This is an optimization exercise on Yosys and OpenROAD, whose aim is small area, a short achievable clock period and few clock cycles per item, not a production implementation.
The RTL was checked by simulation tests, not by an equivalence proof against the original design.
Power is estimated from default activity; no workload was simulated.

File: flow/run.sh
#!/bin/bash
export BUFFER_PORTS_ARGS="-buffer_cell sky130_fd_sc_hd__buf_1"
bash standard.sh > standard.log 2>&1
File: standard.sh
#!/bin/bash
# synth_recipe.tcl (not shown) runs the flow's synth.tcl, then flattens the netlist and writes it again
# the make line also repeats each setting of config.mk as NAME=value (left out here)
make -C /OpenROAD-flow-scripts/flow DESIGN_CONFIG=/design/flow/config.mk WORK_HOME=/design/flow/orfs CLKGATE_MAP_FILE= SYNTH_SCRIPT=/design/flow/synth_recipe.tcl "${@:-finish}"
File: config.mk
export PLATFORM = sky130hd
export DESIGN_NAME = pfc_pixel_encoder
export DESIGN_NICKNAME = pfc_pixel_encoder
export VERILOG_FILES = /design/flow/design.v
export SDC_FILE = /design/flow/constraint.sdc
export NUM_CORES = 4
export LEC_CHECK = 0
export CAP_MARGIN = 20
export CORE_MARGIN = 2
export CORE_UTILIZATION = 40
export SLEW_MARGIN = 20
File: constraint.sdc
create_clock -name core_clock -period 15.0 [get_ports {clk}]
set_input_delay 3.0000 -clock core_clock [delete_from_list [all_inputs] [get_ports {clk}]]
set_output_delay 3.0000 -clock core_clock [all_outputs]
set_load 0.01 [all_outputs]
File: design.v
module pfc_pixel_encoder (
    input  wire        clk,
    input  wire        rst,         
    input  wire        in_valid,
    output wire        in_ready,
    input  wire [23:0] in_color,    
    input  wire [7:0]  in_bright,
    output wire        out_valid,
    input  wire        out_ready,
    output wire [7:0]  out_data,
    output wire        out_last     
);
    reg  [3:0]  fpos;       
    reg  [21:0] s_q;        
    reg  [1:0]  top_n;      
    reg  [7:0]  p_q;        
    reg  [7:0]  b_q;        
    reg  [1:0]  c_q;        
    reg  [1:0]  c11_q;      
    reg         cact;       
    reg         tk;         
    reg         ovalid;     
    reg         ovalid_o;   
    reg         last_q;     
    reg         irdy;       
    wire [1:0] lane = fpos[3:2];
    wire [1:0] step = fpos[1:0];
    wire f0  = (fpos == 4'd0);
    wire f10 = lane[1] & (step == 2'd2);
    wire f11 = lane[1] & (step == 2'd3);
    wire shift = ovalid ? out_ready : (~f0 | in_valid | tk);
    wire take  = irdy & in_valid;
    wire ld    = shift & in_valid & (f0 | (cact & ~f11));
    wire [7:0] c_lane = lane[1] ? in_color[7:0] : lane[0] ? in_color[15:8] : in_color[23:16];
    wire [1:0] c_sel  = c_lane[2 * step +: 2];
    wire       lane_start = (step == 2'd1);
    wire [1:0] cp   = f0 ? c11_q : c_q;
    wire [7:0] base = lane_start ? 8'd0 : p_q;
    wire [9:0] t    = {2'b00, base}
                    + (cp[0] ? {2'b00, b_q} : 10'd0)
                    + (cp[1] ? {1'b0, b_q, 1'b0} : 10'd0);
    wire [7:0] xl   = {s_q[1:0], s_q[3:2], s_q[5:4], s_q[7:6]};
    wire [8:0] cy;
    assign cy[0] = 1'b1;
    genvar i;
    generate
        for (i = 0; i < 8; i = i + 1) begin : g_conv
            assign cy[i+1] = (p_q[i] ^ xl[i]) ? cy[i] : p_q[i];
        end
    endgenerate
    wire [7:0] q = p_q + {7'd0, cy[8]};
    always @(posedge clk) begin
        if (rst) begin
            fpos   <= 4'd0;
            cact   <= 1'b0;
            tk     <= 1'b0;
            ovalid <= 1'b0;
            ovalid_o <= 1'b0;
            last_q <= 1'b1;
            irdy   <= 1'b0;
        end else begin
            if (shift) begin
                fpos   <= f11 ? 4'd0 : fpos + 4'd1;
                last_q <= f11;
                if (f0) begin
                    ovalid <= tk;
                    ovalid_o <= tk;
                    tk     <= 1'b0;
                end
            end
            if (ld & f0)
                cact <= 1'b1;
            if (ld & f10)
                irdy <= 1'b1;
            if (take) begin
                cact <= 1'b0;
                tk   <= 1'b1;
                irdy <= 1'b0;
            end
        end
    end
    always @(posedge clk) begin
        if (ld) begin
            c_q <= c_sel;
            b_q <= in_bright;
        end
        if (take)
            c11_q <= in_color[7:6];
        if (shift) begin
            p_q <= t[9:2];
            top_n <= ~s_q[21:20];
            if (lane_start)
                s_q <= {s_q[19:8], q, t[1:0]};
            else
                s_q <= {s_q[19:0], t[1:0]};
        end
    end
    assign in_ready  = irdy;
    assign out_valid = ovalid_o;
    assign out_last  = last_q;
    assign out_data  = {{3{top_n[0]}}, 2'b01, {3{top_n[1]}}};
endmodule
==> summary.md, run 1 <==
| Metric | Value |
|---|---|
| Status | no timing/DRC/antenna violations |
| Insertion delay of the later-clocked pin in the worst-skew pair | roughly 0.30 ns |
| VDD IR max | approximately 75 uV |
| First-pass GRT wire length | 8.42 mm |
| Cell count after synthesis | 250 |
| Syn_area_per_cell | 11.8 um^2 |
| Setup TNS Final | 0 ns |
| Drt drc | 0 |
| Worst-path fanout max | 40 |
| Compound-cell area share of the yosys netlist | 9.32% |
| Clock buffer count from CTS | 5 |
| Reg2reg end | p_q[5] |
| Post-CTS Resized | 0 |
| Main synth FF type | edfxtp_1 |
| Synthesized cell area | 2940 um^2 |
| FF-to-FF Start | fpos[0] |
| FF-to-FF setup slack | approximately 11 ns |
| Crit share post-route | 27.5% |
| DR vias/cell | 4.77 |
| Drt total wl | between 4 and 5 mm |
| Startpoint types | primary input |
| Slew @ Worst Pin | just under 0.7 ns |
| GPL Wtd Cong | 0.829 |
| Hold Path Sink | s_q[16] |
| Minimum clock period | slightly above 4 ns |
| Hold Slack | 0.428 ns |
| Hold Path Depth | 0 |
| RSZ-0062 raised after global routing | no |
| Vias in the first global route | 1,803 |
| Clock Tree Buf Depth | 2 |
| Largest family of logic cells by synthesized area | simple AND/OR/NAND/NOR gates |
| I/O Buffers | between 40 and 50 |
| Synth Area in XOR/XNOR | 2.98% |
| GRT Overall Usage | 12.9% |
| Synth Area in Simple Gates | 12.2% |
| Crit path required time | 15.20 ns |
| Die area | just over 8000 um^2 |
| Maxcap violations | 0 |
| Multiplexer area fraction after synthesis | 7.15% |
| Area growth syn-to-layout | 10.9% |
| Ys async rst share | 0% |
| # hold bufs at CTS | 0 |
| Nets@finish | 349 |
| Critical Path Sink Type | register |
| Register bit count reported by yosys | 53 |
| Boundary pin count | 47 |
| Adder-cell share of the synthesized area | approximately an eighth |
| Hold_sp | s_q[14] |
| Clk slew on worst S/H paths | 0.10 ns |
| Post-DP HPWL | 3.67 mm |
| Cell Rows | 31 |
| Leak | 1.24 nW |
| Post-detailed-route count of antenna-violating nets | 0 |
| Initial antenna violation count | 0 |
| Hold crit path type | reg -> reg |
| Yosys warnings | 1 |
| CP Data Arrival Time | 4.33 ns |
| Largest net degree at the start of global routing | ~40 |
| Worst relative slew slack | 54.1% |
| DR pass1 iterations | 4 |
| Worst Reg2Reg Path Length in Cells | 15 |
| Fin. Hold Viols | 0 |
| Sequential share of the synthesized area | 51.0% |
| Vias | between 1,500 and 2,000 |
| Cell area power density | 173 nW/um^2 |
| Starting density of the core | roughly two fifths |
| Max-slew violations | 0 |
| Post-Syn Nets | ~310 |
| Layout cells sized above 1 | 7.56% |
| Most frequent cells in the layout | 44 x edfxtp_1, 44 x buf_1, 23 x nor2_1, 22 x nand2_1, 21 x inv_1 |
| Clock root cell | clkbuf_8 |
| Clock sink total | 53 |
| Setup Fix Bufs, Post-CTS | 0 |
| Max Freq | 0.243 GHz |
| Initial DRC count | between 100 and 150 |
| Final setup vio count | 0 |
| Diodes inserted | 0 |
| Die Ht | 89.8 um |
| GR Overflow Total | 0 |
| H-Tree Depth | 2 |
| Crit path kind | in -> reg |
| Core ar. | around 7000 um^2 |
| Yosys cell types | 44 |
| Number of synthesized flops with an enable pin | 44 |
| Wirelength per Cell | 12.5 um |
| CTS tree | done |
| Worst Skew | 0.00819 ns |
| DIE WIDTH | 89.8 um |
stage by stage:
step | area, um^2 | instances | utilization, % | total power [mW] | setup slack [ns]
after floorplan | 2940 | 250 | - | 0.438 | 10.19
after global placement | 3170 | 382 | 44.2 | 0.484 | 10.60
after detailed placement | 3170 | 382 | 44.2 | 0.486 | 10.53
after CTS | 3260 | 390 | 45.5 | 0.572 | 10.88
after global routing | 3260 | 390 | 45.5 | 0.617 | 10.68
final | 3260 | 390 | 45.5 | 0.565 | 10.88
power by group:
group / internal [mW] / switching, mW / total [mW]
logic: 0.102 / 0.114 / 0.217
clock network: 0.0338 / 0.0489 / 0.0827
registers: 0.228 / 0.0372 / 0.265
cell families (layout without fill, tap and decap cells):
kind of cell,count (synthesis),after routing
buffers and inverters,33,74
AOI/OAI and AO/OA,42,42
muxes,13,13
and+or+nand+nor,74,74
xor gates and xnor gates,10,10
DFF,53,53
other,2,2
adders and majority gates,23,23
flip-flops by register name, summed over array words and instances, names as in the netlist, 2 cells and up:
name and count:
fpos 4, c_q 2, c11_q 2, top_n 2, p_q 8, s_q 22
b_q 8
metal layers:
metal,GRT usage (%),vias up,part of all wire [%]
li1,-,957,-
met1,19.2,863,51
met2,18.8,38,44
met3,2.77,4,3.9
met4,4.36,0,0.98
met5,0,-,0
critical path: stages:
cell and delay [ns]:
buf_1 0.08, nand2b_1 0.20, a21boi_4 0.20, buf_4 0.42, nor2b_1 0.09, a311o_1 0.32
worst max-delay path by stage:
stage                     startpoint  endpoint  slack, ns  cells after the start
final                      out_ready    last_q      10.88                      6
after global routing         fpos[0]    p_q[7]      10.68                     15
after CTS                  out_ready    last_q      10.88                      6
after detailed placement   out_ready    last_q      10.53                      6
after global placement     out_ready    last_q      10.60                      6
after floorplan            out_ready    last_q      10.19                      4
synthesized netlist by cell type, types with 3 or more instances:
| cell type | instances | area [um^2] |
|---|---|---|
| mux2_2 | 4 | 45.0 |
| mux4_2 | 6 | 135 |
| nand2b_1 | 9 | 56.3 |
| dfxtp_1 | 9 | 180 |
| nor2_1 | 23 | 86.3 |
| edfxtp_1 | 44 | 1320 |
| and2_1 | 3 | 18.8 |
| nand2_1 | 22 | 82.6 |
| o21ai_0 | 5 | 25.0 |
| fa_1 | 8 | 160 |
| buf_4 | 6 | 45.0 |
| xnor2_1 | 6 | 52.6 |
| nand3_1 | 4 | 20.0 |
| nor2b_1 | 4 | 25.0 |
| ha_1 | 15 | 188 |
| mux2i_1 | 3 | 30.0 |
| xor2_1 | 4 | 35.0 |
| nor3_1 | 3 | 15.0 |
| clkbuf_1 | 3 | 11.3 |
| a21oi_1 | 16 | 80.1 |
| inv_1 | 21 | 78.8 |
| a22oi_1 | 3 | 22.5 |
| o22ai_1 | 4 | 25.0 |
cell type report:
| class | count | area (um^2) |
|---|---|---|
| fillers | 693 | 3910 |
| multi-input cells | 164 | 1290 |
| well taps | 99 | 124 |
| clock inverters | 3 | 25.0 |
| inverters | 21 | 78.8 |
| clock buffers | 5 | 68.8 |
| repair buffers | 45 | 173 |
| flip-flops and latches | 53 | 1500 |
Testbench counts, summed over its fixed seeds: cycles 24,688, items 2,048.
==> inputs of run 2 (changes only) <==
==> flow/run.sh (replaced) <==
#!/bin/bash
export BUFFER_PORTS_ARGS="-buffer_cell sky130_fd_sc_hd__buf_1"
export SETUP_SLACK_MARGIN=10.9
bash standard.sh > standard.log 2>&1
==> summary.md, run 2 <==
| Metric | Value |
|---|---|
| Status | no timing/DRC/antenna violations (unchanged) |
| Vias | 1,954 (was 1,862) |
| First-pass GRT wire length | 8.86 mm (was 8.42 mm) |
| Die Ht | 89.8 um (unchanged) |
| Nets@finish | 350 (was 349) |
| DIE WIDTH | 89.8 um (unchanged) |
| DR vias/cell | 5.00 (was 4.77) |
| I/O Buffers | 44 (unchanged) |
| Diodes inserted | 0 (unchanged) |
| Worst path slowest cell | buf_6 (was buf_4) |
| Register bit count reported by yosys | 53 (unchanged) |
| Top Registers | s_q (22), b_q (8), p_q (8) (unchanged) |
| Drt total wl | 5.18 mm (was 4.89 mm) |
| Cell Rows | 31 (unchanged) |
| Area growth syn-to-layout | 11.6% (was 10.9%) |
| Starting density of the core | 41.0% (unchanged) |
| Post-Syn Nets | 309 (unchanged) |
| Cell count after synthesis | 250 (unchanged) |
| Sequential share of the synthesized area | 51.0% (unchanged) |
| CTS tree | done (unchanged) |
| H-Tree Depth | 2 (unchanged) |
| Initial antenna violation count | 0 (unchanged) |
| Boundary pin count | 47 (unchanged) |
| Largest net degree at the start of global routing | 41 (unchanged) |
| Hold crit path type | reg -> reg (unchanged) |
| # hold bufs at CTS | 0 (unchanged) |
| Slew @ Worst Pin | 0.678 ns (was 0.689 ns) |
| VDD IR max | 69.2 uV (was 74.6 uV) |
| Startpoint types | primary input (unchanged) |
| Clock sink total | 53 (unchanged) |
| Clock buffer count from CTS | 5 (unchanged) |
| Clk slew on worst S/H paths | 0.10 ns (about the same) |
| Critical Path Sink Type | register (unchanged) |
| Cell taking the most area after synthesis | edfxtp_1 (unchanged) |
| Setup TNS Final | 0 ns (unchanged) |
| Final WS setup | 11.09 ns (was 10.88 ns) |
| Yosys cell types | 44 (unchanged) |
| Place WS | 10.65 ns (was 10.53 ns) |
| GRT Overall Usage | 13.5% (was 12.9%) |
| Crit path required time | 15.20 ns (about the same) |
| Fin. Hold Viols | 0 (unchanged) |
| RSZ-0062 raised after global routing | no (unchanged) |
| Max Freq | 0.256 GHz (was 0.243 GHz) |
| DR pass1 iterations | 4 (unchanged) |
| Die area | 8060 um^2 (unchanged) |
| Largest register FFs | 22 (unchanged) |
| Clock Tree Buf Depth | 2 (unchanged) |
| GR Overflow Total | 0 (unchanged) |
| Crit path kind | in -> reg (unchanged) |
| Ys async rst share | 0% (unchanged) |
| Insertion delay of the later-clocked pin in the worst-skew pair | 0.31 ns (was 0.30 ns) |
| Post-DP HPWL | 3.92 mm (was 3.67 mm) |
| Yosys warnings | 1 (unchanged) |
| Cell area power density | 174 nW/um^2 (was 173 nW/um^2) |
| Leak | 1.25 nW (was 1.24 nW) |
| Most frequent cell after synthesis | edfxtp_1 (unchanged) |
| Minimum clock period | 3.91 ns (was 4.12 ns) |
| Syn_area_per_cell | 11.8 um^2 (unchanged) |
| Commonest cells post-synth | 44 x edfxtp_1, 23 x nor2_1, 22 x nand2_1 (unchanged) |
| Vias in the first global route | 1,921 (was 1,803) |
| Most frequent cells in the layout | 44 x edfxtp_1, 44 x buf_1, 23 x nor2_1, 22 x nand2_1, 21 x inv_1 (unchanged) |
| Worst-path fanout max | 40 (unchanged) |
| Number of synthesized flops with an enable pin | 44 (unchanged) |
| Drt drc | 0 (unchanged) |
| Synth area leaders | edfxtp_1 45%, ha_1 6.4%, dfxtp_1 6.1%, fa_1 5.4%, mux4_2 4.6% (unchanged) |
| Final setup vio count | 0 (unchanged) |
| Maxcap violations | 0 (unchanged) |
| CP cell instances | buf_1, nor3_1, a21boi_4, buf_6, nor2b_1, a311o_1 (was buf_1, nand2b_1, a21boi_4, buf_4, nor2b_1, a311o_1) |
| Crit share post-route | 26.1% (was 27.5%) |
| Max-slew violations | 0 (unchanged) |
| Worst Reg2Reg Path Length in Cells | 15 (unchanged) |
| Worst Skew | 0.00985 ns (was 0.00819 ns) |
| Core ar. | 7180 um^2 (unchanged) |
| Wirelength per Cell | 13.2 um (was 12.5 um) |
| Layout cells sized above 1 | 8.56% (was 7.56%) |
| Initial DRC count | 94 (was 129) |
| CP Data Arrival Time | 4.11 ns (was 4.33 ns) |
| CP peak stage delay | 0.32 ns (was 0.42 ns) |
| Hold Path Depth | 0 (unchanged) |
| Post-detailed-route count of antenna-violating nets | 0 (unchanged) |
| Worst relative slew slack | 54.8% (was 54.1%) |
| Synthesized cell area | 2940 um^2 (unchanged) |
| Share of the synthesized area in the top cell type | 44.9% (unchanged) |
| Main synth FF type | edfxtp_1 (unchanged) |
| Register with the most flip-flops | s_q (unchanged) |
| Clock root cell | clkbuf_8 (unchanged) |
| GPL Wtd Cong | 0.813 (was 0.829) |
run 2: cell types whose count changed in the layout (fill, tap and decap cells not counted), sizes merged:
cell  previous run  this run
buf             45        46
run 2: layer usage:
metal / part of all wire, % / global-route usage (%)
met1: 45 / 17.7
met2: 49 / 23.1
met3: 5.5 / 2.93
met4: 0.19 / 2.69
met5: 0 / 0
run 2: final timing paths:
| check | from | to | slack [ns] |
|---|---|---|---|
| setup / recovery | in_valid | last_q | 11.09 |
| hold / removal | s_q[18] | s_q[20] | 0.43 |
| hold reg to reg | s_q[18] | s_q[20] | 0.43 |
| setup reg to reg | fpos[1] | p_q[7] | 11.18 |
run 2: final cells by class:
type | count | area, um^2
Clock buffer | 5 | 68.8
Clock inverter | 3 | 25.0
Fill cell | 667 | 3890
Inverter | 21 | 78.8
Multi-Input combinational cell | 164 | 1300
Sequential cell | 53 | 1500
Tap cell | 99 | 124
Timing Repair Buffer | 46 | 184
run 2: cell families (layout without fill, tap and decap cells):
group	after synthesis	in the layout	share of synthesized area (%)
other	2	2	0.255
and+or+nand+nor	74	74	12.2
AOI/OAI and AO/OA	42	42	9.32
DFF	53	53	51.0
muxes	13	13	7.15
xor gates and xnor gates	10	10	2.98
buffers and inverters	33	75	5.27
adders and majority gates	23	23	11.8
run 2: timing repair:
item	in CTS	in global routing
endpoints found under the setup margin	0	7
gates resized for setup	0	3
setup buffers	0	1
run 2: through the flow:
stage | utilization (%) | cells | power, mW | hold WS, ns | cell area, um^2
3_3_place_gp | 44.3 | 382 | 0.485 | 0.407 | 3180
3_5_place_dp | 44.3 | 382 | 0.493 | 0.406 | 3180
5_1_grt | 45.8 | 391 | 0.620 | 0.443 | 3280
6_report | 45.8 | 391 | 0.572 | 0.433 | 3280
4_1_cts | 45.6 | 390 | 0.578 | 0.431 | 3270
2_1_floorplan | - | 250 | 0.439 | 0.400 | 2960
run 2: critical path, delay by kind of cell:
family,cells,cell delay (ns)
simple gates,2,0.18
buf+inv,2,0.48
compound gates,2,0.43
run 2: power by group:
part | internal [mW] | leakage (nW) | switching (mW)
logic | 0.105 | 0.699 | 0.118
clock network | 0.0338 | 0.0447 | 0.0498
registers | 0.228 | 0.510 | 0.0374
==> inputs of run 3 (changes only) <==
==> flow/run.sh (replaced) <==
#!/bin/bash
export BUFFER_PORTS_ARGS="-buffer_cell sky130_fd_sc_hd__buf_1"
export SETUP_SLACK_MARGIN=11.1
bash standard.sh > standard.log 2>&1
==> summary.md, run 3 <==
| Metric | Value |
|---|---|
| Wirelength per Cell | 13.3 um (was 13.2 um) |
| Largest register FFs | 22 (unchanged) |
| Critical Path End | out_valid (was last_q) |
| Drt total wl | 5.21 mm (was 5.18 mm) |
| Initial antenna violation count | 0 (unchanged) |
| Sw Share | 35.8% (was 35.9%) |
| Die Ht | 89.8 um (unchanged) |
| Max-slew violations | 0 (unchanged) |
| Boundary pin count | 47 (unchanged) |
| Commonest cells post-synth | 44 x edfxtp_1, 23 x nor2_1, 22 x nand2_1 (unchanged) |
| Die area | 8060 um^2 (unchanged) |
| Leak | 1.29 nW (was 1.25 nW) |
| Clock root cell | clkbuf_8 (unchanged) |
| Flop pwr share | 46.0% (was 46.4%) |
| Post-DP HPWL | 3.92 mm (unchanged) |
| Slew @ Worst Pin | 0.668 ns (was 0.678 ns) |
| Worst Skew | 0.0111 ns (was 0.00985 ns) |
| Area growth syn-to-layout | 13.2% (was 11.6%) |
| Vias | 1,961 (was 1,954) |
| Crit share post-route | 25.8% (was 26.1%) |
| RSZ-0062 raised after global routing | yes (was no) |
| Hold crit path type | reg -> reg (unchanged) |
| Crit path required time | 12.00 ns (was 15.20 ns) |
| CP cell instances | buf_1 (was buf_1, nor3_1, a21boi_4, buf_6, nor2b_1, a311o_1) |
| Cell Rows | 31 (unchanged) |
| Commonest non-fill, non-tap cell in the layout | edfxtp_1 |
| CP Data Arrival Time | 0.87 ns (was 4.11 ns) |
| Worst Reg2Reg Path Length in Cells | 15 (unchanged) |
| Part of the power in combinational logic | 39.5% (was 39.0%) |
| Instance count on the critical path | 1 (was 6) |
| Clock buffer count from CTS | 5 (unchanged) |
| Share of the synthesized area in the top cell type | 44.9% (unchanged) |
| Critical Path Start | ovalid (was in_valid) |
| Most frequent cells in the layout | 44 x edfxtp_1, 40 x buf_1, 23 x nor2_1, 22 x nand2_1, 20 x inv_1 (was 44 x edfxtp_1, 44 x buf_1, 23 x nor2_1, 22 x nand2_1, 21 x inv_1) |
| Worst path slowest cell | dfxtp_2 (was buf_6) |
| GRT Overall Usage | 13.4% (was 13.5%) |
| Worst-path fanout max | 4 (was 40) |
| Register bit count reported by yosys | 53 (unchanged) |
| Starting density of the core | 41.0% (unchanged) |
| Status | no timing/DRC/antenna violations (unchanged) |
| Cell taking the most area after synthesis | edfxtp_1 (unchanged) |
| Post-detailed-route count of antenna-violating nets | 0 (unchanged) |
| Post-Syn Nets | 309 (unchanged) |
| GR Overflow Total | 0 (unchanged) |
| Top Registers | s_q (22), b_q (8), p_q (8) (unchanged) |
| Cell count after synthesis | 250 (unchanged) |
| GPL Wtd Cong | 0.813 (unchanged) |
| Register with the most flip-flops | s_q (unchanged) |
| VDD IR max | 69.3 uV (was 69.2 uV) |
| Net Switching | 207 uW (was 205 uW) |
| Vias in the first global route | 1,929 (was 1,921) |
| Fin. Hold Viols | 0 (unchanged) |
| DR vias/cell | 5.00 (about the same) |
| CTS tree | done (unchanged) |
| Clock share of power | 14.5% (was 14.6%) |
| Clock Tree Buf Depth | 2 (unchanged) |
| Int Power | 371 uW (was 367 uW) |
| Ys async rst share | 0% (unchanged) |
| Crit path max-delay family | flip-flops (was buffers and inverters) |
| I/O Buffers | 44 (unchanged) |
| Drt drc | 0 (unchanged) |
| Synth area leaders | edfxtp_1 45%, ha_1 6.4%, dfxtp_1 6.1%, fa_1 5.4%, mux4_2 4.6% (unchanged) |
| Max Freq | 0.259 GHz (was 0.256 GHz) |
| H-Tree Depth | 2 (unchanged) |
| Synthesized cell area | 2940 um^2 (unchanged) |
| Final setup vio count | 0 (unchanged) |
| CP peak stage delay | 0.40 ns (was 0.32 ns) |
| # fillers | 664 (was 667) |
| Sequential share of the synthesized area | 51.0% (unchanged) |
| Startpoint types | register (was primary input) |
| Final Total Pwr | 578 uW (was 572 uW) |
| Reg2reg end | p_q[7] (unchanged) |
| First-pass GRT wire length | 8.85 mm (was 8.86 mm) |
| Yosys cell types | 44 (unchanged) |
| Main synth FF type | edfxtp_1 (unchanged) |
| Clock sink total | 53 (unchanged) |
| Critical Path Sink Type | output port (was register) |
| Nets@finish | 351 (was 350) |
| FF-to-FF Start | fpos[1] (unchanged) |
| Setup TNS Final | 0 ns (unchanged) |
| FF-to-FF setup slack | 11.32 ns (was 11.18 ns) |
| Syn_area_per_cell | 11.8 um^2 (unchanged) |
| Number of synthesized flops with an enable pin | 44 (unchanged) |
| Minimum clock period | 3.87 ns (was 3.91 ns) |
| Maxcap violations | 0 (unchanged) |
| Initial DRC count | 109 (was 94) |
| DR pass1 iterations | 4 (unchanged) |
| Layout cells sized above 1 | 11.6% (was 8.56%) |
| Diodes inserted | 0 (unchanged) |
| Yosys warnings | 1 (unchanged) |
| Insertion delay of the later-clocked pin in the worst-skew pair | 0.31 ns (about the same) |
| Worst relative slew slack | 55.5% (was 54.8%) |
| Most frequent cell after synthesis | edfxtp_1 (unchanged) |
| Clk slew on worst S/H paths | 0.10 ns (about the same) |
| Cell area power density | 173 nW/um^2 (was 174 nW/um^2) |
| Core ar. | 7180 um^2 (unchanged) |
| Largest net degree at the start of global routing | 41 (unchanged) |
| Crit path kind | reg -> out (was in -> reg) |
| Worst Path Buf+Inv | 1 (was 2) |
| DIE WIDTH | 89.8 um (unchanged) |
run 3: worst min path at each step:
| stage | startpoint | slack, ns | to | cells past startpoint |
|---|---|---|---|---|
| after detailed placement | s_q[18] | 0.41 | s_q[20] | 0 |
| after global placement | s_q[17] | 0.41 | s_q[19] | 0 |
| final | s_q[18] | 0.43 | s_q[20] | 0 |
| after CTS | s_q[18] | 0.43 | s_q[20] | 0 |
| after global routing | s_q[19] | 0.44 | s_q[21] | 0 |
| after floorplan | s_q[8] | 0.40 | s_q[10] | 0 |
run 3: final cells by class:
| class | count | area, um^2 | area share [%] |
|---|---|---|---|
| tap | 99 | 124 | 3.72 |
| inverter | 21 | 78.8 | 2.37 |
| sequential | 53 | 1500 | 45.2 |
| clock inverter | 3 | 25.0 | 0.752 |
| clock buffer | 5 | 68.8 | 2.07 |
| multi-input combinational | 164 | 1310 | 39.2 |
| timing repair buffer | 47 | 223 | 6.69 |
run 3: routing by layer:
layer | share of wire [%] | wire length (um) | global-route usage [%] | vias to the layer above
met3 | 5.0 | 262 | 2.93 | 2
met4 | 0.19 | 10 | 2.69 | 0
met2 | 49 | 2530 | 23.2 | 55
met5 | 0 | 0 | 0 | -
li1 | - | - | - | 961
met1 | 46 | 2400 | 17.6 | 943
run 3: worst register-to-register path: stages, from the launching register on:
cell,delay (ns)
dfxtp_1,0.41
inv_2,0.16
ha_1,0.16
nor3b_4,0.24
mux2_2,0.44
nand2_1,0.12
fa_1,0.42
inv_1,0.07
ha_1,0.18
inv_1,0.06
fa_1,0.40
nor2b_1,0.14
o21ai_0,0.11
a21boi_1,0.26
o21ai_0,0.18
a21oi_1,0.17
run 3: cell families after synthesis:
family	share of synthesized area [%]
fa+ha+maj	11.8
buf+inv	5.27
compound gates	9.32
simple gates	12.2
xor+xnor	2.98
flops	51.0
mux	7.15
other cells	0.255
run 3: power groups by stage:
| stage | Sequential, mW | Combinational [mW] | Clock [mW] |
|---|---|---|---|
| after floorplan | 0.256 | 0.183 | 0 |
| after global placement | 0.269 | 0.217 | 0 |
| after detailed placement | 0.270 | 0.224 | 0 |
| after CTS | 0.266 | 0.227 | 0.0862 |
| after global routing | 0.272 | 0.262 | 0.0909 |
| final | 0.266 | 0.228 | 0.0838 |
run 3: timing repair:
item	in CTS	in global routing
endpoints found under the hold margin	0	0
buffers inserted	1	0
gates resized for setup	4	9
hold buffers	0	0
pin swaps	0	1
gates cloned	0	1
setup endpoints to repair	11	13
run 3: stage by stage:
step	cell area (um^2)	hold slack [ns]	setup WS (ns)	cells	util, %
after CTS	3290	0.431	11.12	391	45.8
final	3330	0.429	11.13	392	46.4
after global placement	3180	0.407	10.70	382	44.3
after global routing	3330	0.443	11.08	392	46.4
after detailed placement	3180	0.406	10.65	382	44.3
after floorplan	2960	0.400	10.66	250	-
==> inputs of run 4 (changes only) <==
==> flow/run.sh (replaced) <==
#!/bin/bash
export BUFFER_PORTS_ARGS="-buffer_cell sky130_fd_sc_hd__buf_1"
export SETUP_SLACK_MARGIN=10.9
bash standard.sh > standard.log 2>&1
--- a/config.mk
+++ b/config.mk
@@ -8,4 +8,6 @@
 export CAP_MARGIN = 20
 export CORE_MARGIN = 2
 export CORE_UTILIZATION = 40
+export CTS_CLUSTER_DIAMETER = 500
+export CTS_CLUSTER_SIZE = 100
 export SLEW_MARGIN = 20
==> summary.md, run 4 <==
| Metric | Value |
|---|---|
| Final setup vio count | 0 (unchanged) |
| Hold Path Depth | 0 (unchanged) |
| GRT Overall Usage | 13.5% (was 13.4%) |
| Register area | 1500 um^2 (about the same) |
| # fillers | 667 (was 664) |
| Top Registers | s_q (22), b_q (8), p_q (8) (unchanged) |
| Leak | 1.25 nW (was 1.29 nW) |
| Initial DRC count | 94 (was 109) |
| Worst relative slew slack | 54.8% (was 55.5%) |
| Drt total wl | 5.18 mm (was 5.21 mm) |
| Worst-path fanout max | 40 (was 4) |
| Area growth syn-to-layout | 11.6% (was 13.2%) |
| Register with the most flip-flops | s_q (unchanged) |
| Clock sink total | 53 (unchanged) |
| DR pass1 iterations | 4 (unchanged) |
| Fin. Hold Viols | 0 (unchanged) |
| Vias | 1,954 (was 1,961) |
| GR Overflow Total | 0 (unchanged) |
| Startpoint types | primary input (was register) |
| Wirelength per Cell | 13.2 um (was 13.3 um) |
| Initial antenna violation count | 0 (unchanged) |
| Most frequent cells in the layout | 44 x edfxtp_1, 44 x buf_1, 23 x nor2_1, 22 x nand2_1, 21 x inv_1 (was 44 x edfxtp_1, 40 x buf_1, 23 x nor2_1, 22 x nand2_1, 20 x inv_1) |
| Dpl cells | 382 (unchanged) |
| Max Freq | 0.256 GHz (was 0.259 GHz) |
| Clock root cell | clkbuf_8 (unchanged) |
| I/O Buffers | 44 (unchanged) |
| Diodes inserted | 0 (unchanged) |
| Register bit count reported by yosys | 53 (unchanged) |
| Drt drc | 0 (unchanged) |
| Slew @ Worst Pin | 0.678 ns (was 0.668 ns) |
| Yosys warnings | 1 (unchanged) |
| VDD IR max | 69.2 uV (was 69.3 uV) |
| Final Non-Filler Cells | 391 (was 392) |
| Setup TNS Final | 0 ns (unchanged) |
| DR vias/cell | 5.00 (about the same) |
| Yosys cell types | 44 (unchanged) |
| Cell area power density | 174 nW/um^2 (was 173 nW/um^2) |
| RSZ-0062 raised after global routing | no (was yes) |
| Max-slew violations | 0 (unchanged) |
| CTS tree | done (unchanged) |
| Synthesized cell area | 2940 um^2 (unchanged) |
| Most frequent cell after synthesis | edfxtp_1 (unchanged) |
| Largest net degree at the start of global routing | 41 (unchanged) |
| Post-Syn Nets | 309 (unchanged) |
| Core ar. | 7180 um^2 (unchanged) |
| Crit path required time | 15.20 ns (was 12.00 ns) |
| Insertion delay of the later-clocked pin in the worst-skew pair | 0.31 ns (about the same) |
| Crit path kind | in -> reg (was reg -> out) |
| Footprint of the multi-input gates | 1300 um^2 (was 1310 um^2) |
| CP Data Arrival Time | 4.11 ns (was 0.87 ns) |
| Boundary pin count | 47 (unchanged) |
| Clock Tree Buf Depth | 2 (unchanged) |
| Clock buffer count from CTS | 5 (unchanged) |
| Layout cells sized above 1 | 8.56% (was 11.6%) |
| Number of synthesized flops with an enable pin | 44 (unchanged) |
| Synth area leaders | edfxtp_1 45%, ha_1 6.4%, dfxtp_1 6.1%, fa_1 5.4%, mux4_2 4.6% (unchanged) |
| Crit share post-route | 26.1% (was 25.8%) |
| Worst Skew | 0.00985 ns (was 0.0111 ns) |
| Hold crit path type | reg -> reg (unchanged) |
| Die area | 8060 um^2 (unchanged) |
| GPL Wtd Cong | 0.813 (unchanged) |
| Cell taking the most area after synthesis | edfxtp_1 (unchanged) |
| DIE WIDTH | 89.8 um (unchanged) |
| Sequential share of the synthesized area | 51.0% (unchanged) |
| Post-DP HPWL | 3.92 mm (unchanged) |
| Status | no timing/DRC/antenna violations (unchanged) |
| Worst Reg2Reg Path Length in Cells | 15 (unchanged) |
| Vias in the first global route | 1,921 (was 1,929) |
| Critical Path Sink Type | register (was output port) |
| Starting density of the core | 41.0% (unchanged) |
| First-pass GRT wire length | 8.86 mm (was 8.85 mm) |
| Main synth FF type | edfxtp_1 (unchanged) |
| Die Ht | 89.8 um (unchanged) |
| Post-detailed-route count of antenna-violating nets | 0 (unchanged) |
| H-Tree Depth | 2 (unchanged) |
| Cell count after synthesis | 250 (unchanged) |
| Clk slew on worst S/H paths | 0.10 ns (about the same) |
| Largest register FFs | 22 (unchanged) |
| Cell Rows | 31 (unchanged) |
| Ys async rst share | 0% (unchanged) |
| Syn_area_per_cell | 11.8 um^2 (unchanged) |
| Share of the synthesized area in the top cell type | 44.9% (unchanged) |
| Commonest cells post-synth | 44 x edfxtp_1, 23 x nor2_1, 22 x nand2_1 (unchanged) |
| # hold bufs at CTS | 0 (unchanged) |
| Nets@finish | 350 (was 351) |
| Minimum clock period | 3.91 ns (was 3.87 ns) |
| Maxcap violations | 0 (unchanged) |
[run 4: cell counts after synthesis]
Identical to the previous run, type by type.
[run 4: per-layer routing]
| metal | global-route usage (%) | wire [um] | vias to the layer above |
|---|---|---|---|
| met5 | 0 | 0 | - |
| met4 | 2.69 | 10 | 0 |
| met3 | 2.93 | 283 | 2 |
| met2 | 23.1 | 2540 | 61 |
| met1 | 17.7 | 2340 | 932 |
| li1 | - | - | 959 |
[run 4: path summary, 6_finish.rpt]
check	from	end	slack, ns
max	in_valid	last_q	11.09
min	s_q[18]	s_q[20]	0.43
max reg2reg	fpos[1]	p_q[7]	11.18
min reg2reg	s_q[18]	s_q[20]	0.43
[run 4: what timing repair did]
action,in CTS,in global routing
endpoints found under the setup margin,0,7
resized for setup,0,3
setup buffers,0,1
[run 4: kinds of logic after synthesis]
logic type / Yosys count / share of synthesized area (%)
multiplexers: 13 / 7.15
XOR/XNOR: 10 / 2.98
AND/OR/NAND/NOR: 74 / 12.2
buffers and inverters: 33 / 5.27
AO/OA/AOI/OAI: 42 / 9.32
flip-flops: 53 / 51.0
adder cells (fa/ha/maj): 23 / 11.8
other: 2 / 0.255
[run 4: final cells by class]
cell class / count / area share [%]
clock buffers: 5 / 2.10
inverters: 21 / 2.40
clock inverters: 3 / 0.762
flip-flops and latches: 53 / 45.8
multi-input cells: 164 / 39.6
repair buffers: 46 / 5.60
well taps: 99 / 3.77
[run 4: critical path, stage by stage]
cell and delay, ns:
buf_1 0.16, nor3_1 0.10, a21boi_4 0.16, buf_6 0.32, nor2b_1 0.08, a311o_1 0.27
[run 4: metrics by stage]
stage / cell area, um^2 / hold WS (ns) / worst slack (ns) / utilization, % / power [mW]
after global placement: 3180 / 0.407 / 10.70 / 44.3 / 0.485
after floorplan: 2960 / 0.400 / 10.66 / - / 0.439
final: 3280 / 0.433 / 11.09 / 45.8 / 0.572
after detailed placement: 3180 / 0.406 / 10.65 / 44.3 / 0.493
after CTS: 3270 / 0.431 / 10.91 / 45.6 / 0.578
after global routing: 3280 / 0.443 / 10.93 / 45.8 / 0.620
[run 4: power breakdown]
group / internal [mW] / total, mW / switching (mW)
combinational: 0.105 / 0.223 / 0.118
sequential: 0.228 / 0.266 / 0.0374
clock: 0.0338 / 0.0836 / 0.0498
total: 0.367 / 0.572 / 0.205
==> inputs of run 5 (changes only) <==
==> flow/run.sh (replaced) <==
#!/bin/bash
export BUFFER_PORTS_ARGS="-buffer_cell sky130_fd_sc_hd__buf_1"
export SETUP_SLACK_MARGIN=10.9
export CTS_ARGS="-repair_clock_nets -dont_use_dummy_load"
bash standard.sh > standard.log 2>&1
--- a/config.mk
+++ b/config.mk
@@ -8,6 +8,4 @@
 export CAP_MARGIN = 20
 export CORE_MARGIN = 2
 export CORE_UTILIZATION = 40
-export CTS_CLUSTER_DIAMETER = 500
-export CTS_CLUSTER_SIZE = 100
 export SLEW_MARGIN = 20
==> summary.md, run 5 <==
| Metric | Value |
|---|---|
| Startpoint types | primary input (unchanged) |
| Slew @ Worst Pin | 0.687 ns (was 0.678 ns) |
| Post-DP HPWL | 3.92 mm (unchanged) |
| Drt total wl | 5.15 mm (was 5.18 mm) |
| Worst-path fanout max | 40 (unchanged) |
| Status | no timing/DRC/antenna violations (unchanged) |
| Largest register FFs | 22 (unchanged) |
| Hold crit path type | reg -> reg (unchanged) |
| Vias | 1,967 (was 1,954) |
| Clock Tree Buf Depth | 2 (unchanged) |
| Area growth syn-to-layout | 10.8% (was 11.6%) |
| Cell Rows | 31 (unchanged) |
| # hold bufs at CTS | 0 (unchanged) |
| Starting density of the core | 41.0% (unchanged) |
| Final setup vio count | 0 (unchanged) |
| Multiplexer area fraction after synthesis | 7.15% (unchanged) |
| Die Ht | 89.8 um (unchanged) |
| Clk slew on worst S/H paths | 0.10 ns (about the same) |
| Largest family of logic cells by synthesized area | simple AND/OR/NAND/NOR gates (unchanged) |
| Layout cells sized above 1 | 7.61% (was 8.56%) |
| RSZ-0062 raised after global routing | no (unchanged) |
| Vias in the first global route | 1,912 (was 1,921) |
| VDD IR max | 65.5 uV (was 69.2 uV) |
| CTS tree | done (unchanged) |
| Wirelength per Cell | 13.3 um (was 13.2 um) |
| Yosys cell types | 44 (unchanged) |
| GPL Wtd Cong | 0.813 (unchanged) |
| Setup TNS Final | 0 ns (unchanged) |
| Crit path required time | 15.19 ns (was 15.20 ns) |
| Synth area leaders | edfxtp_1 45%, ha_1 6.4%, dfxtp_1 6.1%, fa_1 5.4%, mux4_2 4.6% (unchanged) |
| Adder-cell share of the synthesized area | 11.8% (unchanged) |
| Insertion delay of the later-clocked pin in the worst-skew pair | 0.30 ns (was 0.31 ns) |
| Cell count after synthesis | 250 (unchanged) |
| CP peak stage delay | 0.38 ns (was 0.32 ns) |
| Clock root cell | clkbuf_8 (unchanged) |
| GR Overflow Total | 0 (unchanged) |
| Minimum clock period | 3.92 ns (was 3.91 ns) |
| Synth Area in XOR/XNOR | 2.98% (unchanged) |
| Place WS | 10.65 ns (unchanged) |
| Max Freq | 0.255 GHz (was 0.256 GHz) |
| Post-detailed-route count of antenna-violating nets | 0 (unchanged) |
| Top Registers | s_q (22), b_q (8), p_q (8) (unchanged) |
| First-pass GRT wire length | 8.83 mm (was 8.86 mm) |
| I/O Buffers | 44 (unchanged) |
| DIE WIDTH | 89.8 um (unchanged) |
| Critical Path Sink Type | register (unchanged) |
| CP Data Arrival Time | 4.11 ns (about the same) |
| Main synth FF type | edfxtp_1 (unchanged) |
| Most frequent cells in the layout | 44 x edfxtp_1, 44 x buf_1, 23 x nor2_1, 22 x nand2_1, 21 x inv_1 (unchanged) |
| Commonest cells post-synth | 44 x edfxtp_1, 23 x nor2_1, 22 x nand2_1 (unchanged) |
| Synthesized cell area | 2940 um^2 (unchanged) |
| Drt drc | 0 (unchanged) |
| Clock buffer count from CTS | 5 (unchanged) |
| DR pass1 iterations | 4 (unchanged) |
| Most frequent cell after synthesis | edfxtp_1 (unchanged) |
| Clock sink total | 53 (unchanged) |
| Ys async rst share | 0% (unchanged) |
| Register with the most flip-flops | s_q (unchanged) |
| Initial DRC count | 88 (was 94) |
| Register bit count reported by yosys | 53 (unchanged) |
| Maxcap violations | 0 (unchanged) |
| H-Tree Depth | 2 (unchanged) |
| Synth Area in Simple Gates | 12.2% (unchanged) |
| DR vias/cell | 5.07 (was 5.00) |
| Final WS setup | 11.08 ns (was 11.09 ns) |
| CP cell instances | buf_1, nor3_1, a21boi_4, buf_6, a311o_1 (was buf_1, nor3_1, a21boi_4, buf_6, nor2b_1, a311o_1) |
| Worst relative slew slack | 54.2% (was 54.8%) |
| Fin. Hold Viols | 0 (unchanged) |
| Worst Skew | 0.0259 ns (was 0.00985 ns) |
| FF-to-FF setup slack | 11.17 ns (was 11.18 ns) |
| Compound-cell area share of the yosys netlist | 9.32% (unchanged) |
| # fillers | 667 (unchanged) |
| Yosys warnings | 1 (unchanged) |
| Diodes inserted | 0 (unchanged) |
| Nets@finish | 350 (unchanged) |
| GRT Overall Usage | 13.3% (was 13.5%) |
| Final Total Pwr | 562 uW (was 572 uW) |
| Core ar. | 7180 um^2 (unchanged) |
| Number of synthesized flops with an enable pin | 44 (unchanged) |
| Cell area power density | 173 nW/um^2 (was 174 nW/um^2) |
| Post-Syn Nets | 309 (unchanged) |
| Sequential share of the synthesized area | 51.0% (unchanged) |
| Syn_area_per_cell | 11.8 um^2 (unchanged) |
| Max-slew violations | 0 (unchanged) |
| Crit path kind | in -> reg (unchanged) |
| Largest net degree at the start of global routing | 41 (unchanged) |
| Initial antenna violation count | 0 (unchanged) |
| Boundary pin count | 47 (unchanged) |
| Cell taking the most area after synthesis | edfxtp_1 (unchanged) |
| Finished Core Util | 45.4% (was 45.8%) |
| Crit share post-route | 26.1% (about the same) |
| Share of the synthesized area in the top cell type | 44.9% (unchanged) |
| Worst path slowest cell | a311o_1 (was buf_6) |
| Leak | 1.25 nW (about the same) |
| Die area | 8060 um^2 (unchanged) |
## run 5: final cells by class
| cell class | instances | area, um^2 | share of cell area [%] |
|---|---|---|---|
| Sequential cell | 53 | 1500 | 46.1 |
| Clock buffer | 5 | 68.8 | 2.11 |
| Multi-Input combinational cell | 164 | 1300 | 39.9 |
| Inverter | 21 | 78.8 | 2.42 |
| Timing Repair Buffer | 46 | 184 | 5.65 |
| Tap cell | 99 | 124 | 3.80 |
## run 5: path summary, 6_finish.rpt
path                            startpoint       to  cells after the start
worst max-delay path              in_valid   last_q                      5
worst min-delay path               s_q[18]  s_q[20]                      0
worst max register to register     fpos[1]   p_q[7]                     15
worst min register to register     s_q[18]  s_q[20]                      0
## run 5: worst max-delay path, delay by kind of cell
| family | cells | cell delay [ns] |
|---|---|---|
| simple gates | 1 | 0.28 |
| compound gates | 2 | 0.47 |
| buf+inv | 2 | 0.34 |
## run 5: repair_timing
action	in CTS	in global routing
endpoints found under the setup margin	0	7
gates resized for setup	0	3
buffers inserted	0	1
hold endpoints to repair	0	0
## run 5: cells by family after synthesis
group / Yosys count
compound gates: 42
xor+xnor: 10
fa+ha+maj: 23
buf+inv: 33
flops: 53
mux: 13
other cells: 2
simple gates: 74
## run 5: through the flow
step | hold WS (ns) | cells | area [um^2]
floorplan | 0.400 | 250 | 2960
global placement | 0.407 | 382 | 3180
detailed placement | 0.406 | 382 | 3180
CTS | 0.431 | 387 | 3250
global route | 0.443 | 388 | 3260
finish | 0.432 | 388 | 3260
## run 5: layer usage
| layer | wire length [um] | part of all wire, % | up-vias | GRT usage, % |
|---|---|---|---|---|
| li1 | - | - | 953 | - |
| met1 | 2310 | 45 | 945 | 17.8 |
| met2 | 2490 | 48 | 64 | 23.0 |
| met3 | 322 | 6.3 | 5 | 2.93 |
| met4 | 29 | 0.56 | 0 | 1.92 |
| met5 | 0 | 0 | - | 0 |
## run 5: report_power, final
group | total [mW] | switching, mW | internal, mW
sequential | 0.266 | 0.0373 | 0.228
clock | 0.0731 | 0.0428 | 0.0303
combinational | 0.224 | 0.119 | 0.105
==> inputs of run 6 (changes only) <==
--- a/config.mk
+++ b/config.mk
@@ -7,5 +7,6 @@
 export LEC_CHECK = 0
 export CAP_MARGIN = 20
 export CORE_MARGIN = 2
-export CORE_UTILIZATION = 40
+export CORE_UTILIZATION = 60
+export PLACE_DENSITY = 0.75
 export SLEW_MARGIN = 20
==> summary.md, run 6 <==
| Metric | Value |
|---|---|
| Clock Tree Buf Depth | 2 (unchanged) |
| Layout cells sized above 1 | 8.59% (was 7.61%) |
| Cell taking the most area after synthesis | edfxtp_1 (unchanged) |
| Initial DRC count | 98 (was 88) |
| Most frequent cell after synthesis | edfxtp_1 (unchanged) |
| Met3 GRT Util | 5.01% (was 2.93%) |
| Boundary pin count | 47 (unchanged) |
| Ys async rst share | 0% (unchanged) |
| CP Data Arrival Time | 0.98 ns (was 4.11 ns) |
| Fin. Hold Viols | 0 (unchanged) |
| Largest register FFs | 22 (unchanged) |
| Leak | 1.26 nW (was 1.25 nW) |
| Worst Path Buf+Inv | 1 (was 2) |
| Cell area power density | 173 nW/um^2 (about the same) |
| DR pass1 iterations | 4 (unchanged) |
| Area after DPL | 3130 um^2 (was 3180 um^2) |
| Vias | 1,964 (was 1,967) |
| Yosys cell types | 44 (unchanged) |
| Worst path slowest cell | dfxtp_1 (was a311o_1) |
| Clock sink total | 53 (unchanged) |
| Drt total wl | 5.21 mm (was 5.15 mm) |
| VDD IR max | 86.3 uV (was 65.5 uV) |
| Sequential share of the synthesized area | 51.0% (unchanged) |
| Maxcap violations | 0 (unchanged) |
| GR Layer Usage met1 | 26.5% (was 17.8%) |
| Slew @ Worst Pin | 0.655 ns (was 0.687 ns) |
| GRT Overall Usage | 19.9% (was 13.3%) |
| GPL Wtd Cong | 0.854 (was 0.813) |
| Die Ht | 74.0 um (was 89.8 um) |
| DIE WIDTH | 74.0 um (was 89.8 um) |
| Post-DP HPWL | 3.73 mm (was 3.92 mm) |
| Diodes inserted | 0 (unchanged) |
| Post-Syn Nets | 309 (unchanged) |
| Crit path required time | 12.00 ns (was 15.19 ns) |
| Worst-path fanout max | 4 (was 40) |
| Syn_area_per_cell | 11.8 um^2 (unchanged) |
| I/O Buffers | 44 (unchanged) |
| Hold crit path type | reg -> reg (unchanged) |
| GR Overflow Total | 0 (unchanged) |
| Cell Rows | 25 (was 31) |
| Max Freq | 0.251 GHz (was 0.255 GHz) |
| Post-detailed-route count of antenna-violating nets | 0 (unchanged) |
| Core ar. | 4720 um^2 (was 7180 um^2) |
| Cell count after synthesis | 250 (unchanged) |
| Final instance area | 3260 um^2 (about the same) |
| Startpoint types | register (was primary input) |
| Drt drc | 0 (unchanged) |
| Final setup vio count | 0 (unchanged) |
| Starting density of the core | 62.3% (was 41.0%) |
| Nets@finish | 352 (was 350) |
| H-Tree Depth | 2 (unchanged) |
| CP cell instances | buf_1 (was buf_1, nor3_1, a21boi_4, buf_6, a311o_1) |
| Finished Core Util | 68.9% (was 45.4%) |
| # hold bufs at CTS | 0 (unchanged) |
| Setup TNS Final | 0 ns (unchanged) |
| Crit path kind | reg -> out (was in -> reg) |
| RSZ-0062 raised after global routing | no (unchanged) |
| Vias in the first global route | 1,837 (was 1,912) |
| Worst Skew | 0.0175 ns (was 0.0259 ns) |
| Largest net degree at the start of global routing | 23 (was 41) |
| Max-slew violations | 0 (unchanged) |
| Register bit count reported by yosys | 53 (unchanged) |
| Number of synthesized flops with an enable pin | 44 (unchanged) |
| Final Total Pwr | 562 uW (about the same) |
| Clock buffer count from CTS | 5 (unchanged) |
| Clock root cell | clkbuf_8 (unchanged) |
| Routing usage on met2 | 32.7% (was 23.0%) |
| Most frequent cells in the layout | 44 x edfxtp_1, 44 x buf_1, 23 x nor2_1, 22 x nand2_1, 21 x inv_1 (unchanged) |
| Crit share post-route | 26.6% (was 26.1%) |
| CTS tree | done (unchanged) |
| Commonest cells post-synth | 44 x edfxtp_1, 23 x nor2_1, 22 x nand2_1 (unchanged) |
| Synthesized cell area | 2940 um^2 (unchanged) |
| Minimum clock period | 3.98 ns (was 3.92 ns) |
| GR peak layer | met2 (unchanged) |
| Crit path max-delay family | flip-flops (was compound AO/OA/AOI/OAI gates) |
| Register with the most flip-flops | s_q (unchanged) |
| Clk slew on worst S/H paths | 0.09 ns (was 0.10 ns) |
| Initial antenna violation count | 0 (unchanged) |
| Status | no timing/DRC/antenna violations (unchanged) |
| Die area | 5480 um^2 (was 8060 um^2) |
| Critical Path Sink Type | output port (was register) |
| DR vias/cell | 5.49 (was 5.07) |
| Share of the synthesized area in the top cell type | 44.9% (unchanged) |
| Insertion delay of the later-clocked pin in the worst-skew pair | 0.30 ns (about the same) |
| Area growth syn-to-layout | 10.7% (was 10.8%) |
| Top Registers | s_q (22), b_q (8), p_q (8) (unchanged) |
| Main synth FF type | edfxtp_1 (unchanged) |
| CP peak stage delay | 0.49 ns (was 0.38 ns) |
| Worst relative slew slack | 56.3% (was 54.2%) |
| First-pass GRT wire length | 8.22 mm (was 8.83 mm) |
| Yosys warnings | 1 (unchanged) |
| Wirelength per Cell | 14.6 um (was 13.3 um) |
| Synth area leaders | edfxtp_1 45%, ha_1 6.4%, dfxtp_1 6.1%, fa_1 5.4%, mux4_2 4.6% (unchanged) |
| Hold Slack | 0.401 ns (was 0.432 ns) |
==> run 6: cell counts after synthesis <==
No cell type changed its count.
==> run 6: logic make-up after synthesis <==
logic type / after synthesis / share of synthesized area (%)
other cells: 2 / 0.255
xor+xnor: 10 / 2.98
buf+inv: 33 / 5.27
flops: 53 / 51.0
mux: 13 / 7.15
simple gates: 74 / 12.2
compound gates: 42 / 9.32
fa+ha+maj: 23 / 11.8
==> run 6: worst paths after layout <==
kind	from	endpoint	slack, ns	cells past startpoint
min	s_q[11]	s_q[13]	0.40	0
min reg2reg	s_q[11]	s_q[13]	0.40	0
max	ovalid	out_valid	11.02	1
max reg2reg	fpos[1]	p_q[7]	11.18	15
==> run 6: stage by stage <==
stage	cells	worst slack, ns
after detailed placement	349	10.24
after global routing	358	10.92
after global placement	349	10.35
after floorplan	250	10.66
final	358	11.02
after CTS	355	10.86
==> run 6: repair_timing <==
action | in CTS | in global routing
setup buffers | 0 | 2
gates cloned | 1 | 1
pin swaps | 1 | 1
setup endpoints to repair | 37 | 7
resized for setup | 2 | 2
==> run 6: cell type report <==
type | instances | area [um^2]
Sequential cell | 53 | 1500
Clock buffer | 5 | 68.8
Timing Repair Buffer | 46 | 180
Inverter | 21 | 78.8
Tap cell | 67 | 83.8
Fill cell | 351 | 1470
Multi-Input combinational cell | 166 | 1340
==> run 6: metal layers <==
metal | wire [um] | vias to the layer above
met2 | 2470 | 65
li1 | - | 965
met5 | 0 | -
met4 | 68 | 0
met1 | 2360 | 925
met3 | 317 | 9
==> run 6: report_power, final <==
group	switching [mW]	total [mW]	internal (mW)
Clock	0.0406	0.0707	0.0302
Sequential	0.0382	0.267	0.229
Combinational	0.119	0.225	0.106
==> inputs of run 7 (changes only) <==
--- a/config.mk
+++ b/config.mk
@@ -7,6 +7,6 @@
 export LEC_CHECK = 0
 export CAP_MARGIN = 20
 export CORE_MARGIN = 2
-export CORE_UTILIZATION = 60
-export PLACE_DENSITY = 0.75
+export CORE_UTILIZATION = 70
+export PLACE_DENSITY = 0.85
 export SLEW_MARGIN = 20
==> summary.md, run 7 <==
| Metric | Value |
|---|---|
| Sequential share of the synthesized area | 51.0% (unchanged) |
| Status | no timing/DRC/antenna violations (unchanged) |
| Most frequent cell after synthesis | edfxtp_1 (unchanged) |
| Area growth syn-to-layout | 10.5% (was 10.7%) |
| Final Non-Filler Cells | 343 (was 358) |
| # hold bufs at CTS | 0 (unchanged) |
| CTS tree | done (unchanged) |
| Worst relative slew slack | 53.2% (was 56.3%) |
| Worst-path fanout max | 21 (was 4) |
| Worst Skew | 0.00682 ns (was 0.0175 ns) |
| Net Switching | 210 uW (was 198 uW) |
| Vias | 2,076 (was 1,964) |
| H-Tree Depth | 2 (unchanged) |
| Hold Slack | 0.424 ns (was 0.401 ns) |
| I/O Buffers | 44 (unchanged) |
| Top Registers | s_q (22), b_q (8), p_q (8) (unchanged) |
| GRT Overall Usage | 27.2% (was 19.9%) |
| Flop pwr share | 46.6% (was 47.4%) |
| Drt drc | 0 (unchanged) |
| Most frequent cells in the layout | 44 x edfxtp_1, 44 x buf_1, 23 x nor2_1, 22 x nand2_1, 21 x inv_1 (unchanged) |
| CP peak stage delay | 0.35 ns (was 0.49 ns) |
| Startpoint types | primary input (was register) |
| Clk slew on worst S/H paths | 0.08 ns (was 0.09 ns) |
| Part of the power in combinational logic | 41.1% (was 40.0%) |
| Main synth FF type | edfxtp_1 (unchanged) |
| Fin. Hold Viols | 0 (unchanged) |
| Largest net degree at the start of global routing | 23 (unchanged) |
| Worst path slowest cell | nor3_2 (was dfxtp_1) |
| Hold crit path type | reg -> reg (unchanged) |
| Yosys warnings | 1 (unchanged) |
| Insertion delay of the later-clocked pin in the worst-skew pair | 0.30 ns (about the same) |
| Wirelength per Cell | 17.1 um (was 14.6 um) |
| Max-slew violations | 0 (unchanged) |
| Crit share post-route | 26.6% (about the same) |
| Cell taking the most area after synthesis | edfxtp_1 (unchanged) |
| Final Total Pwr | 578 uW (was 562 uW) |
| Cell area power density | 178 nW/um^2 (was 173 nW/um^2) |
| Slew @ Worst Pin | 0.702 ns (was 0.655 ns) |
| Minimum clock period | 3.98 ns (about the same) |
| CP Data Arrival Time | 4.17 ns (was 0.98 ns) |
| Nets@finish | 354 (was 352) |
| Syn_area_per_cell | 11.8 um^2 (unchanged) |
| Number of synthesized flops with an enable pin | 44 (unchanged) |
| Clock buffer count from CTS | 5 (unchanged) |
| Synth Area in XOR/XNOR | 2.98% (unchanged) |
| Clock share of power | 12.3% (was 12.6%) |
| Crit path kind | in -> reg (was reg -> out) |
| DR vias/cell | 6.05 (was 5.49) |
| Maxcap violations | 0 (unchanged) |
| Post-DP HPWL | 4.33 mm (was 3.73 mm) |
| Synth area leaders | edfxtp_1 45%, ha_1 6.4%, dfxtp_1 6.1%, fa_1 5.4%, mux4_2 4.6% (unchanged) |
| VDD IR max | 103 uV (was 86.3 uV) |
| Initial DRC count | 184 (was 98) |
| Starting density of the core | 73.0% (was 62.3%) |
| Share of the synthesized area in the top cell type | 44.9% (unchanged) |
| Register with the most flip-flops | s_q (unchanged) |
| DIE WIDTH | 68.8 um (was 74.0 um) |
| Max Freq | 0.251 GHz (about the same) |
| Register bit count reported by yosys | 53 (unchanged) |
| Synth Area in Simple Gates | 12.2% (unchanged) |
| Die area | 4740 um^2 (was 5480 um^2) |
| Synthesized cell area | 2940 um^2 (unchanged) |
| Cell count after synthesis | 250 (unchanged) |
| Drt total wl | 5.88 mm (was 5.21 mm) |
| Compound-cell area share of the yosys netlist | 9.32% (unchanged) |
| Layout cells sized above 1 | 9.22% (was 8.59%) |
| Sw Share | 36.3% (was 35.2%) |
| Initial antenna violation count | 0 (unchanged) |
| Vias in the first global route | 1,977 (was 1,837) |
| Largest family of logic cells by synthesized area | simple AND/OR/NAND/NOR gates (unchanged) |
| Yosys cell types | 44 (unchanged) |
| Int Power | 368 uW (was 365 uW) |
| GR Overflow Total | 0 (unchanged) |
| Dpl cells | 333 (was 349) |
| Clock sink total | 53 (unchanged) |
| DR pass1 iterations | 4 (unchanged) |
| Critical Path Sink Type | register (was output port) |
| Post-Syn Nets | 309 (unchanged) |
| Crit path required time | 15.18 ns (was 12.00 ns) |
| RSZ-0062 raised after global routing | no (unchanged) |
| Boundary pin count | 47 (unchanged) |
| Setup TNS Final | 0 ns (unchanged) |
| GPL Wtd Cong | 0.834 (was 0.854) |
| Largest register FFs | 22 (unchanged) |
| Die Ht | 68.8 um (was 74.0 um) |
| Cell Rows | 23 (was 25) |
| Multiplexer area fraction after synthesis | 7.15% (unchanged) |
| Commonest cells post-synth | 44 x edfxtp_1, 23 x nor2_1, 22 x nand2_1 (unchanged) |
| CP cell instances | buf_1, nor3_2, a21boi_4, buf_16, nand2_1, mux2i_1, nor2_1 (was buf_1) |
| Clock Tree Buf Depth | 2 (unchanged) |
| Diodes inserted | 0 (unchanged) |
| Final setup vio count | 0 (unchanged) |
| First-pass GRT wire length | 9.00 mm (was 8.22 mm) |
| Leak | 1.27 nW (was 1.26 nW) |
| Post-detailed-route count of antenna-violating nets | 0 (unchanged) |
| Core ar. | 4030 um^2 (was 4720 um^2) |
| Clock root cell | clkbuf_8 (unchanged) |
| Ys async rst share | 0% (unchanged) |
| Adder-cell share of the synthesized area | 11.8% (unchanged) |
[run 7: cell types whose count changed in the layout (fill, tap and decap cells not counted)]
| cell | previous run | this run |
|---|---|---|
| nor3_4 | 1 | 0 |
| nor3_2 | 0 | 1 |
| a21boi_4 | 2 | 1 |
| buf_16 | 0 | 1 |
| buf_4 | 2 | 4 |
[run 7: final timing paths]
check / to / cells after the start / start / slack [ns]
worst max-delay path: fpos[2] / 7 / in_valid / 11.02
worst min-delay path: s_q[12] / 0 / s_q[10] / 0.42
worst max register to register: p_q[5] / 15 / fpos[1] / 11.15
worst min register to register: s_q[12] / 0 / s_q[10] / 0.42
[run 7: what timing repair did]
item | in CTS | in global routing
pin swaps | 0 | 1
setup buffers | 0 | 4
resized for setup | 1 | 1
setup endpoints to repair | 20 | 5
gates cloned | 1 | 0
[run 7: per-layer routing]
| layer | routed length (um) | GRT usage [%] | up-vias |
|---|---|---|---|
| li1 | - | - | 966 |
| met1 | 2300 | 34.4 | 983 |
| met2 | 3070 | 46.3 | 109 |
| met3 | 393 | 5.68 | 18 |
| met4 | 126 | 9.56 | 0 |
| met5 | 0 | 0 | - |
[run 7: final cells by class]
class                   count  area (um^2)
fillers                   241          777
multi-input cells         165         1320
well taps                  50         62.6
inverters                  21         78.8
clock buffers               5         68.8
flip-flops and latches     53         1500
repair buffers             49          223
[run 7: cells by family after synthesis]
logic type,after synthesis
xor gates and xnor gates,10
muxes,13
adders and majority gates,23
DFF,53
other,2
AOI/OAI and AO/OA,42
buffers and inverters,33
and+or+nand+nor,74
[run 7: critical path: cells and delay by family]
kind | cells | cell delay (ns)
AOI/OAI and AO/OA | 1 | 0.15
buffers and inverters | 2 | 0.31
muxes | 1 | 0.21
and+or+nand+nor | 3 | 0.48
[run 7: power by group through the flow]
| stage | logic, mW | clock network (mW) | registers (mW) |
|---|---|---|---|
| 5_1_grt | 0.269 | 0.0767 | 0.274 |
| 6_report | 0.238 | 0.0712 | 0.269 |
| 4_1_cts | 0.232 | 0.0717 | 0.268 |
| 3_3_place_gp | 0.210 | 0 | 0.269 |
| 3_5_place_dp | 0.229 | 0 | 0.271 |
| 2_1_floorplan | 0.183 | 0 | 0.256 |
[run 7: through the flow]
step / util (%) / area, um^2 / setup slack [ns]
floorplan: - / 2960 / 10.66
global placement: 77.1 / 3110 / 10.32
detailed placement: 77.8 / 3140 / 10.40
CTS: 79.9 / 3220 / 10.92
global route: 80.7 / 3250 / 10.91
finish: 80.7 / 3250 / 11.02
==> inputs of run 8 (changes only) <==
==> flow/run.sh (replaced) <==
#!/bin/bash
export BUFFER_PORTS_ARGS="-buffer_cell sky130_fd_sc_hd__buf_1"
export SETUP_SLACK_MARGIN=10.7
export CTS_ARGS="-repair_clock_nets -dont_use_dummy_load"
bash standard.sh > standard.log 2>&1
--- a/config.mk
+++ b/config.mk
@@ -7,6 +7,5 @@
 export LEC_CHECK = 0
 export CAP_MARGIN = 20
 export CORE_MARGIN = 2
-export CORE_UTILIZATION = 70
-export PLACE_DENSITY = 0.85
+export CORE_UTILIZATION = 40
 export SLEW_MARGIN = 20
==> summary.md, run 8 <==
| Metric | Value |
|---|---|
| Layout cells sized above 1 | 7.27% (was 9.22%) |
| Final setup vio count | 0 (unchanged) |
| Clock buffer count from CTS | 5 (unchanged) |
| Register with the most flip-flops | s_q (unchanged) |
| Core ar. | 7180 um^2 (was 4030 um^2) |
| Hold crit path type | reg -> reg (unchanged) |
| CTS tree | done (unchanged) |
| GR Overflow Total | 0 (unchanged) |
| Max-slew violations | 0 (unchanged) |
| Final Total Pwr | 561 uW (was 578 uW) |
| Yosys warnings | 1 (unchanged) |
| VDD IR max | 72.1 uV (was 103 uV) |
| GPL Wtd Cong | 0.783 (was 0.834) |
| Crit share post-route | 27.9% (was 26.6%) |
| Worst-path fanout max | 22 (was 21) |
| Clock root cell | clkbuf_8 (unchanged) |
| RSZ-0062 raised after global routing | no (unchanged) |
| DR vias/cell | 4.91 (was 6.05) |
| Post-Syn Nets | 309 (unchanged) |
| Share of the synthesized area in the top cell type | 44.9% (unchanged) |
| Sequential share of the synthesized area | 51.0% (unchanged) |
| Largest net degree at the start of global routing | 23 (unchanged) |
| Clock share of power | 12.9% (was 12.3%) |
| First-pass GRT wire length | 8.57 mm (was 9.00 mm) |
| Leak | 1.25 nW (was 1.27 nW) |
| DR pass1 iterations | 4 (unchanged) |
| Minimum clock period | 4.19 ns (was 3.98 ns) |
| Main synth FF type | edfxtp_1 (unchanged) |
| # hold bufs at CTS | 0 (unchanged) |
| Worst Skew | 0.0125 ns (was 0.00682 ns) |
| Ys async rst share | 0% (unchanged) |
| Syn_area_per_cell | 11.8 um^2 (unchanged) |
| Synthesized cell area | 2940 um^2 (unchanged) |
| Int Power | 364 uW (was 368 uW) |
| Post-detailed-route count of antenna-violating nets | 0 (unchanged) |
| Initial DRC count | 66 (was 184) |
| Boundary pin count | 47 (unchanged) |
| H-Tree Depth | 2 (unchanged) |
| Nets@finish | 350 (was 354) |
| Maxcap violations | 0 (unchanged) |
| Crit path kind | in -> reg (unchanged) |
| Slew @ Worst Pin | 0.648 ns (was 0.702 ns) |
| Cell count after synthesis | 250 (unchanged) |
| Worst relative slew slack | 56.7% (was 53.2%) |
| Startpoint types | primary input (unchanged) |
| Insertion delay of the later-clocked pin in the worst-skew pair | 0.30 ns (about the same) |
| Yosys cell types | 44 (unchanged) |
| Commonest cells post-synth | 44 x edfxtp_1, 23 x nor2_1, 22 x nand2_1 (unchanged) |
| Drt drc | 0 (unchanged) |
| Setup TNS Final | 0 ns (unchanged) |
| Area growth syn-to-layout | 11.3% (was 10.5%) |
| Clock sink total | 53 (unchanged) |
| Critical Path Sink Type | register (unchanged) |
| Cell area power density | 171 nW/um^2 (was 178 nW/um^2) |
| Synth area leaders | edfxtp_1 45%, ha_1 6.4%, dfxtp_1 6.1%, fa_1 5.4%, mux4_2 4.6% (unchanged) |
| Die area | 8060 um^2 (was 4740 um^2) |
| Flop pwr share | 47.4% (was 46.6%) |
| Status | no timing/DRC/antenna violations (unchanged) |
| Cell Rows | 31 (was 23) |
| Die Ht | 89.8 um (was 68.8 um) |
| Max Freq | 0.239 GHz (was 0.251 GHz) |
| Fin. Hold Viols | 0 (unchanged) |
| GRT Overall Usage | 12.9% (was 27.2%) |
| Initial antenna violation count | 0 (unchanged) |
| Clk slew on worst S/H paths | 0.09 ns (was 0.08 ns) |
| Crit path required time | 15.20 ns (was 15.18 ns) |
| Most frequent cells in the layout | 44 x edfxtp_1, 44 x buf_1, 23 x nor2_1, 22 x nand2_1, 21 x inv_1 (unchanged) |
| Wirelength per Cell | 12.7 um (was 17.1 um) |
| Post-DP HPWL | 3.76 mm (was 4.33 mm) |
| Part of the power in combinational logic | 39.7% (was 41.1%) |
| Cell taking the most area after synthesis | edfxtp_1 (unchanged) |
## run 8: changes by cell type in the layout (fill, tap and decap cells not counted)
cell,change
a21boi_2,-1
dfxtp_1,+1
buf_4,-3
nor3_2,-1
nor3_1,+1
dfxtp_2,-1
## run 8: cells by family after synthesis
| family | after synthesis | share of synthesized area, % |
|---|---|---|
| simple gates | 74 | 12.2 |
| flops | 53 | 51.0 |
| compound gates | 42 | 9.32 |
| buf+inv | 33 | 5.27 |
| fa+ha+maj | 23 | 11.8 |
| mux | 13 | 7.15 |
| xor+xnor | 10 | 2.98 |
| other cells | 2 | 0.255 |
## run 8: what timing repair did
| action | in CTS | in global routing |
|---|---|---|
| endpoints found under the setup margin | 0 | 2 |
| buffers inserted | 0 | 1 |
| gates resized for setup | 0 | 0 |
## run 8: worst paths after layout
check | start | endpoint | slack (ns) | cells after the start
min reg2reg | s_q[10] | s_q[12] | 0.41 | 0
max reg2reg | fpos[0] | p_q[7] | 11.13 | 15
min | s_q[10] | s_q[12] | 0.41 | 0
max | in_valid | last_q | 10.81 | 6
## run 8: per-stage QoR
stage	std cells	cell area, um^2	worst slack, ns	hold WS (ns)	utilization [%]
after floorplan	250	2960	10.66	0.400	-
after global placement	381	3170	10.30	0.407	44.2
after detailed placement	382	3200	10.45	0.405	44.6
after CTS	387	3270	10.78	0.408	45.5
after global routing	388	3270	10.71	0.434	45.6
final	388	3270	10.81	0.411	45.6
## run 8: worst max-delay path, stage by stage
cell,delay (ns)
buf_1,0.17
nor3_1,0.10
a21boi_4,0.55
buf_16,0.24
nor2b_1,0.06
a311o_1,0.26
## run 8: layout make-up
cell class	instances	area (um^2)	share of cell area (%)
Inverter	21	78.8	2.41
Tap cell	99	124	3.78
Clock buffer	5	68.8	2.10
Sequential cell	53	1500	45.9
Timing Repair Buffer	46	200	6.12
Multi-Input combinational cell	164	1300	39.7
## run 8: per-layer routing
layer	wire [um]	up-vias	track usage, %
li1	-	952	-
met1	2360	886	17.2
met2	2280	59	21.5
met3	232	8	2.85
met4	56	0	3.59
met5	0	-	0
## run 8: power by group through the flow
stage / clock network (mW) / registers [mW] / logic, mW
finish: 0.0721 / 0.266 / 0.223
global route: 0.0803 / 0.273 / 0.257
CTS: 0.0753 / 0.267 / 0.225
detailed placement: 0 / 0.269 / 0.224
global placement: 0 / 0.269 / 0.214
floorplan: 0 / 0.256 / 0.183

Check on run 8: ideal ports give 10.811 ns setup slack; a clkbuf_16 on the clock port and buf_2 on the inputs give 10.815 ns; moving port delays by the midpoint clock arrival (0.324 ns) as well gives 10.491 ns.
